From an optimization exercise on the open Yosys and OpenROAD flow, aimed at small area; shortcuts taken in it are not production practice.
Only simulation tests tie the RTL to the original design; equivalence was not proved.
Power is estimated from default activity; no workload was simulated.

## flow/config.mk

```make
export PLATFORM = sky130hd
export DESIGN_NAME = emedal_sender
export DESIGN_NICKNAME = emedal_sender
export VERILOG_FILES = /design/flow/design.v
export SDC_FILE = /design/flow/constraint.sdc
export NUM_CORES = 4
export LEC_CHECK = 0
export CAP_MARGIN = 20
export CORE_MARGIN = 2
export CORE_UTILIZATION = 40
export SLEW_MARGIN = 20
```

## flow/design.v

```verilog
module emedal_sender (
    input  wire        clk,
    input  wire        rst,
    input  wire        start,
    input  wire [15:0] start_image_id,
    input  wire [23:0] start_len,
    input  wire        tick,
    output wire        ready,
    output wire [23:0] pl_addr,
    input  wire [7:0]  pl_data,
    output wire        tx_valid,
    output wire [7:0]  tx_data,
    input  wire        tx_ready,
    input  wire [15:0] rx_count,
    input  wire [7:0]  rx_data,
    output wire        rx_pop,
    output wire [2:0]  state,
    output wire [1:0]  last_outcome,
    output wire [1:0]  fail_stage,
    output wire [15:0] fail_index,
    output wire [1:0]  fail_cause,
    output wire [23:0] sent_bytes,
    output wire        nack_valid,
    output wire [15:0] nack_expected,
    output wire [15:0] nack_got
);
    localparam [2:0] S_IDLE = 3'd0, S_START_ACK = 3'd1, S_DATA_ACK = 3'd2,
                     S_END_ACK = 3'd3, S_DONE = 3'd4, S_FAILED = 3'd5;
    localparam [1:0] OUT_NONE = 2'd0, OUT_ACK = 2'd1, OUT_NACK = 2'd2, OUT_TIMEOUT = 2'd3;
    localparam [1:0] STG_NONE = 2'd0, STG_START = 2'd1, STG_DATA = 2'd2, STG_END = 2'd3;
    localparam [7:0]  CMD_START = 8'd1, CMD_DATA = 8'd2, CMD_END = 8'd3,
                      CMD_ACK = 8'd4, CMD_NACK = 8'd5;
    localparam [23:0] MAX_PAYLOAD = 24'd15728400;
    localparam [7:0]  POLLS_DATA = 8'd100, POLLS_CTRL = 8'd200;
    localparam [1:0]  RETRIES_DATA = 2'd3;
    localparam [15:0] RX_THRESHOLD = 16'd11;
    localparam [3:0] C_READY = 4'd0, C_START = 4'd1, C_TICK = 4'd2, C_BUILD = 4'd3,
                     C_EMIT = 4'd4, C_POLL = 4'd5, C_READ = 4'd6, C_EVAL = 4'd7,
                     C_RESET = 4'd8;
    function [15:0] crc16_byte(input [15:0] c, input [7:0] b);
        integer i;
        reg [15:0] r;
        begin
            r = c ^ {8'd0, b};
            for (i = 0; i < 8; i = i + 1)
                r = r[0] ? ((r >> 1) ^ 16'hA001) : (r >> 1);
            crc16_byte = r;
        end
    endfunction
    reg [2:0]  fsm;
    reg [15:0] chunk_idx;
    reg [15:0] seq;
    reg [15:0] image_id;
    reg [23:0] payload_len;
    reg [15:0] total_packets;
    reg [7:0]  cur_len;
    reg [23:0] sent_r;
    reg [1:0]  retry_cnt;
    reg [7:0]  tick_cnt;
    reg [1:0]  last_out_r;
    reg [1:0]  fail_stage_r;
    reg [15:0] fail_index_r;
    reg [1:0]  fail_cause_r;
    reg [7:0]  txf [0:249];
    reg [15:0] crc;
    reg [3:0]  ctl;
    reg [7:0]  bidx;           
    reg [7:0]  eidx;           
    reg [7:0]  build_cmd;
    reg [15:0] rx_n;           
    reg [15:0] ridx;           
    reg [7:0]  pfx [0:6];      
    reg        req_ok;         
    wire        awaiting = (fsm == S_START_ACK) || (fsm == S_DATA_ACK) || (fsm == S_END_ACK);
    wire [7:0]  limit    = (fsm == S_DATA_ACK) ? POLLS_DATA : POLLS_CTRL;
    wire [1:0]  budget   = (fsm == S_DATA_ACK) ? RETRIES_DATA : 2'd0;
    wire [23:0] ceil_pkts = (start_len + 24'd239) / 24'd240;
    wire [23:0] sent_next = (fsm == S_DATA_ACK) ? sent_r + {16'd0, cur_len} : sent_r;
    wire [23:0] remaining = payload_len - sent_next;
    wire [7:0]  next_len  = (remaining >= 24'd240) ? 8'd240 : remaining[7:0];
    wire [7:0]  body_i = bidx - 8'd8;
    reg  [7:0]  build_byte;
    always @(*) begin
        case (bidx)
            8'd0:   build_byte = 8'h5A;
            8'd1:   build_byte = 8'hA5;
            8'd2:   build_byte = 8'h55;
            8'd3:   build_byte = 8'hAA;
            8'd4:   build_byte = build_cmd;
            8'd5:   build_byte = seq[7:0];
            8'd6:   build_byte = seq[15:8];
            8'd7:   build_byte = cur_len;
            8'd248: build_byte = crc[7:0];
            8'd249: build_byte = crc[15:8];
            default: begin
                if (body_i >= cur_len)
                    build_byte = 8'h00;
                else if (build_cmd == CMD_START)
                    case (body_i[1:0])
                        2'd0:    build_byte = image_id[7:0];
                        2'd1:    build_byte = image_id[15:8];
                        2'd2:    build_byte = total_packets[7:0];
                        default: build_byte = total_packets[15:8];
                    endcase
                else
                    build_byte = pl_data;
            end
        endcase
    end
    assign pl_addr = sent_r + {16'd0, bidx} - 24'd7;
    wire hdr_ok   = (pfx[0] == 8'h5A) && (pfx[1] == 8'hA5) && (pfx[2] == 8'h55) && (pfx[3] == 8'hAA);
    wire [15:0] pfx_seq = {pfx[6], pfx[5]};
    wire is_ack   = hdr_ok && (pfx[4] == CMD_ACK) && (pfx_seq == seq);
    wire is_nack  = hdr_ok && (pfx[4] == CMD_NACK);
    task send_data;
        begin
            seq       <= seq + 16'd1;
            cur_len   <= next_len;
            retry_cnt <= 2'd0;
            fsm       <= S_DATA_ACK;
            build_cmd <= CMD_DATA;
            bidx      <= 8'd0;
            crc       <= 16'hFFFF;
            ctl       <= C_BUILD;
        end
    endtask
    task send_end;
        begin
            seq       <= seq + 16'd1;
            cur_len   <= 8'd0;
            retry_cnt <= 2'd0;
            fsm       <= S_END_ACK;
            build_cmd <= CMD_END;
            bidx      <= 8'd0;
            crc       <= 16'hFFFF;
            ctl       <= C_BUILD;
        end
    endtask
    task attempt_failed(input [1:0] cause);
        begin
            if (retry_cnt < budget) begin
                retry_cnt <= retry_cnt + 2'd1;
                eidx      <= 8'd0;
                tick_cnt  <= 8'd0;
                ctl       <= C_EMIT;
            end else begin
                fail_stage_r <= (fsm == S_START_ACK) ? STG_START :
                                (fsm == S_DATA_ACK)  ? STG_DATA  : STG_END;
                fail_index_r <= (fsm == S_DATA_ACK) ? seq : 16'd0;
                fail_cause_r <= cause;
                fsm          <= S_FAILED;
                ctl          <= C_READY;
            end
        end
    endtask
    always @(posedge clk) begin
        if (rst) begin
            fsm           <= S_IDLE;
            chunk_idx     <= 16'd0;
            seq           <= 16'd0;
            image_id      <= 16'd0;
            payload_len   <= 24'd0;
            total_packets <= 16'd0;
            cur_len       <= 8'd0;
            sent_r        <= 24'd0;
            retry_cnt     <= 2'd0;
            tick_cnt      <= 8'd0;
            last_out_r    <= OUT_NONE;
            fail_stage_r  <= STG_NONE;
            fail_index_r  <= 16'd0;
            fail_cause_r  <= OUT_NONE;
            ctl           <= C_RESET;
            bidx          <= 8'd0;
            eidx          <= 8'd0;
            build_cmd     <= 8'd0;
            rx_n          <= 16'd0;
            req_ok        <= 1'b0;
            ridx          <= 16'd0;
            crc           <= 16'hFFFF;
        end else begin
            case (ctl)
                C_RESET: ctl <= C_READY;
                C_READY: begin
                    if (start)
                        ctl <= C_START;
                    else if (tick)
                        ctl <= C_TICK;
                    req_ok <= !awaiting && (start_len <= MAX_PAYLOAD);
                    if (start && !awaiting && (start_len <= MAX_PAYLOAD)) begin
                        image_id      <= start_image_id;
                        payload_len   <= start_len;
                        total_packets <= ceil_pkts[15:0];
                    end
                end
                C_START: begin
                    if (!req_ok) begin
                        ctl <= C_READY;
                    end else begin
                        seq          <= 16'd0;
                        chunk_idx    <= 16'd0;
                        sent_r       <= 24'd0;
                        retry_cnt    <= 2'd0;
                        last_out_r   <= OUT_NONE;
                        fail_stage_r <= STG_NONE;
                        fail_index_r <= 16'd0;
                        fail_cause_r <= OUT_NONE;
                        cur_len      <= 8'd4;
                        fsm          <= S_START_ACK;
                        build_cmd    <= CMD_START;
                        bidx         <= 8'd0;
                        crc          <= 16'hFFFF;
                        ctl          <= C_BUILD;
                    end
                end
                C_TICK: begin
                    if (!awaiting) begin
                        ctl <= C_READY;
                    end else if (tick_cnt + 8'd1 == limit) begin
                        last_out_r <= OUT_TIMEOUT;
                        attempt_failed(OUT_TIMEOUT);
                    end else begin
                        tick_cnt <= tick_cnt + 8'd1;
                        ctl      <= C_POLL;
                    end
                end
                C_BUILD: begin
                    txf[bidx] <= build_byte;
                    if (bidx < 8'd248)
                        crc <= crc16_byte(crc, build_byte);
                    if (bidx == 8'd249) begin
                        eidx     <= 8'd0;
                        tick_cnt <= 8'd0;
                        ctl      <= C_EMIT;
                    end else begin
                        bidx <= bidx + 8'd1;
                    end
                end
                C_EMIT: begin
                    if (tx_ready) begin
                        if (eidx == 8'd249)
                            ctl <= C_POLL;
                        else
                            eidx <= eidx + 8'd1;
                    end
                end
                C_POLL: begin
                    if (rx_count < RX_THRESHOLD) begin
                        ctl <= C_READY;
                    end else begin
                        rx_n <= rx_count;
                        ridx <= 16'd0;
                        ctl  <= C_READ;
                    end
                end
                C_READ: begin
                    if (ridx < 16'd7)
                        pfx[ridx[2:0]] <= rx_data;
                    ridx <= ridx + 16'd1;
                    if (ridx + 16'd1 == rx_n)
                        ctl <= C_EVAL;
                end
                C_EVAL: begin
                    if (is_ack) begin
                        last_out_r <= OUT_ACK;
                        case (fsm)
                            S_START_ACK: begin
                                if (total_packets == 16'd0)
                                    send_end;
                                else
                                    send_data;
                            end
                            S_DATA_ACK: begin
                                sent_r    <= sent_r + {16'd0, cur_len};
                                chunk_idx <= chunk_idx + 16'd1;
                                if (chunk_idx + 16'd1 == total_packets)
                                    send_end;
                                else
                                    send_data;
                            end
                            default: begin
                                fsm <= S_DONE;
                                ctl <= C_READY;
                            end
                        endcase
                    end else if (is_nack) begin
                        last_out_r <= OUT_NACK;
                        attempt_failed(OUT_NACK);
                    end else begin
                        ctl <= C_READY;
                    end
                end
                default: ctl <= C_READY;
            endcase
        end
    end
    assign ready         = (ctl == C_READY);
    assign tx_valid      = (ctl == C_EMIT);
    assign tx_data       = txf[eidx];
    assign rx_pop        = (ctl == C_READ);
    assign state         = fsm;
    assign last_outcome  = last_out_r;
    assign fail_stage    = fail_stage_r;
    assign fail_index    = fail_index_r;
    assign fail_cause    = fail_cause_r;
    assign sent_bytes    = sent_r;
    assign nack_valid    = (ctl == C_EVAL) && !is_ack && is_nack;
    assign nack_expected = seq;
    assign nack_got      = pfx_seq;
endmodule
```

## flow/constraint.sdc

```tcl
create_clock -name core_clock -period 15.0 [get_ports {clk}]
set_input_delay 3.0000 -clock core_clock [delete_from_list [all_inputs] [get_ports {clk}]]
set_output_delay 3.0000 -clock core_clock [all_outputs]
set_load 0.01 [all_outputs]
```

## flow/run.sh

```bash
#!/bin/bash
# synth_recipe.tcl (not shown) runs the flow's synth.tcl, then flattens the netlist and writes it again
# the make line also repeats each setting of config.mk as NAME=value (left out here)
make -C /OpenROAD-flow-scripts/flow DESIGN_CONFIG=/design/flow/config.mk WORK_HOME=/design/flow/orfs CLKGATE_MAP_FILE= SYNTH_SCRIPT=/design/flow/synth_recipe.tcl finish
```

==> run notes <==
final timing paths:
| check | to | slack [ps] | depth (start not counted) | startpoint |
|---|---|---|---|---|
| hold reg to reg | fail_index_r[7] | 450 | 2 | fail_index_r[7] |
| setup / recovery | total_packets[0] | 2250 | 30 | start_len[0] |
| hold / removal | fail_index_r[7] | 450 | 2 | fail_index_r[7] |
| setup reg to reg | cur_len[2] | 7190 | 31 | fsm[2] |
routing by layer:
metal	track usage, %	part of all wire [%]
met4	4.32	1.9
met3	3.70	7.4
met2	30.6	46
met5	0	0.077
met1	29.5	44
worst max-delay path: cells and delay by family:
family | cells | cell delay (ps)
compound gates | 13 | 4600
simple gates | 11 | 3770
xor+xnor | 2 | 900
buf+inv | 2 | 590
mux | 1 | 380
fa+ha+maj | 1 | 190
cell families after synthesis:
logic type | count (synthesis)
adders and majority gates | 103
xor gates and xnor gates | 210
AOI/OAI and AO/OA | 722
DFF | 2290
muxes | 692
and+or+nand+nor | 1207
buffers and inverters | 415
placed cells by master (no fill, tap or decap), types with 41 or more instances in the layout:
cell	count
edfxtp_1	2056
mux4_2	640
nor2_1	519
nand2_1	268
a21oi_1	252
dfxtp_1	228
clkbuf_16	227
clkdlybuf4s50_1	192
o21ai_0	143
xnor2_1	119
inv_1	100
ha_1	98
xor2_1	87
nand3_1	80
buf_4	77
clkinv_1	50
nor3_1	49
and3_1	45
clkinv_2	42
mux2i_1	41
clkbuf_1	41
flip-flops by register name, summed over array words and instances, names as in the netlist, 3 cells and up, named ones only:
name	cells
eidx	8
txf	2000
fsm	3
cur_len	8
total_packets	16
tick_cnt	8
bidx	8
pfx	56
chunk_idx	16
rx_n	16
crc	16
ridx	16
seq	16
ctl	4
fail_index_r	16
image_id	16
payload_len	24
sent_r	24
power by group:
part / total (mW) / leakage (nW) / switching, mW / internal, mW
registers: 6.92 / 20.4 / 0.0246 / 6.89
logic: 0.679 / 9.58 / 0.441 / 0.239
clock network: 5.62 / 3.57 / 2.44 / 3.18
area by class of cell:
type                       instances  area [um^2]  share of cell area [%]
antenna                            4         10.0                 0.00913
clock buffer                     278         5970                    5.45
clock inverter                   130         1350                    1.24
inverter                         102          383                   0.349
multi-input combinational       2934        28600                    26.1
sequential                      2290        66400                    60.6
tap                             3185         3990                    3.64
timing repair buffer             285         2790                    2.54
==> impl_results.md <==
* Status: complete, no violations
* Post-CTS resize count at 0
* Post-synthesis xor/xnor area fraction at 1.95%
* CP Class: in -> reg
* Synth Area in Compound Gates at 4.92%
* Simple-gate share of the synthesized area at under 10%
* Crit path time final at ~13000 ps
* Max Clk Rate at between 70 and 80 MHz
* CTS Hold Bufs at 0
* Drt wl/cell at 26.8 um
* CTS Buf Count at ~220
* Initial Util at around 40%
* Post-layout util at between 40% and 50%
* Num rows at 180
* Slowest CP cell: or4_1
* Max incr delay on CP at approximately 840 ps
* CTS tree: done
* Critical Path End Type: register
* Post-Layout Inst Area at 110000 um^2
* Hold WS at around 450 ps
* Largest net degree at the start of global routing at 250
* HPWL after DPL at ~150 mm
* Dominant cell by count in the synthesized netlist: edfxtp_1
* Main combinational cell family by area after synthesis: multiplexers
* Post-synthesis sequential area ratio at 68.7%
* GRT overflow at 0
* Yosys warns at 1
* Root cell of the clock tree: clkbuf_16
* GRT Util Overall at approximately 20%
* GPL Wtd Cong at a little under 0.9
* Port Buffer Count at a little under 200
* WP data arrival at around 13000 ps
* Pre-Repair DR Iteration Count at 8
* Pins Over Slew Limit at 0
* Post-Layout Cell Count at 9208
* Residual DRC at 0
* Placed cell areas at slightly above 100000 um^2
* Top cell type by total area after synthesis: edfxtp_1
* Synth top area cells: edfxtp_1, mux4_2, dfxtp_1
* Adder-Cell Fraction of Synth Area at ~1.4%
* Power Density at ~120 nW/um^2
* Critical Path Most Common Cell: nand3_1
* Count of different cell masters after synthesis at around 140
* Flops & latches, synth at 2290
* Iteration-0 DRC count of the detailed router at between 5k and 6k
* RSZ-0062 raised after global routing: false
* Cell area after synthesis at slightly below 100000 um^2
* Mean number of vias per cell at between 5 and 6
* Overall Power at 13.2 mW
* Worst Skew at between 80 and 90 ps
* PnR worst setup slack at 2250 ps
* Core area at about 240000 um^2
* Worst Hold Class: reg -> reg
* Max Root-Sink Buffers at 3
* DP Cell Count at about 8.8k
* Clock Pin Slew Worst Setup and Hold Paths at approximately 60 ps
* Maximum VDD drop at around 0.00012 V
* Lkg Pwr at between 30 and 40 nW
* Relative slew slack at 22.8%
* Die area at between 200000 and 250000 um^2
* Period Utilization, post-route at 85.0%
* Cells after synthesis at ~5.6k
* Max Cap Viol at 0
* Slew @ Worst Pin at ~1100 ps
* EDFF count, synth at around 2k
* CP required at between 15000 and 20000 ps
* Syn_nets at between 5k and 6k
* Die width at 495 um
* Final setup vio count at 0
* H-Tree Depth at 4
* Setup crit start kind: input port
* Final ANT Viol Nets at 0
* Layout area overhead at 13.4%
* CP max FO at 16
* Initial antenna violation count at 26
* Pre-CTS setup slack at around 1600 ps
* Fin nets at between 6k and 7k
* Fillcell total at 20.5k
* Asr flop ratio synth at 0%
* Synth top cells by count: edfxtp_1, mux4_2, nor2_1
* CTS Sinks at between 2k and 2.5k
* Post-CTS setup buffer count at 0
* Yosys top cell area share at a little under two thirds
* Sum Neg Setup Slack at 0 ps
* Post-synthesis mux area share at between 10% and 20%
* Post-Syn Area per Cell at between 15 and 20 um^2
* Synth Flop Type: edfxtp_1
* IO Pins at between 150 and 200
* Worst-Skew Late Latency at between 800 and 900 ps
* Vias in the first global route at roughly 53k
* Die H at around 500 um
* First-pass GRT wire length at approximately 360 mm
* Layout cell share with drive strength beyond 1 at around a fifth
* Number of hold violations in the final report at 0
* DRT Wirelength at about 250 mm
* Vias at about 53k

==> port drivers added, routing unchanged <==
No port has a modelled driver above. Below, the same layout with a new extraction and two added sets of constraints.
Step 1 sets driving cells, clkbuf_16 on the clock port and buf_2 on the other inputs (assumed; they add their load-dependent delay and slew).
Step 2, shift: input delay + t, output delay - t, t = (earliest + latest rising clock arrival at the registers) / 2. This alone moves slack from input paths to output paths.
a / b / c = ideal ports / drivers / drivers and shift; a / b = the first two.
t (ns): 0.942
setup WS [ns]: 2.247 / 2.313 / 1.372
worst hold slack (ns): 0.454 / 0.454 / 0.454
worst setup path after step 2: input to register
worst register clock-pin slew, ns: 0.07 / 0.07
After both steps this run still meets setup and hold. The setup slack of this run moves by +0.066 ns with the drivers and by -0.875 ns with both steps.
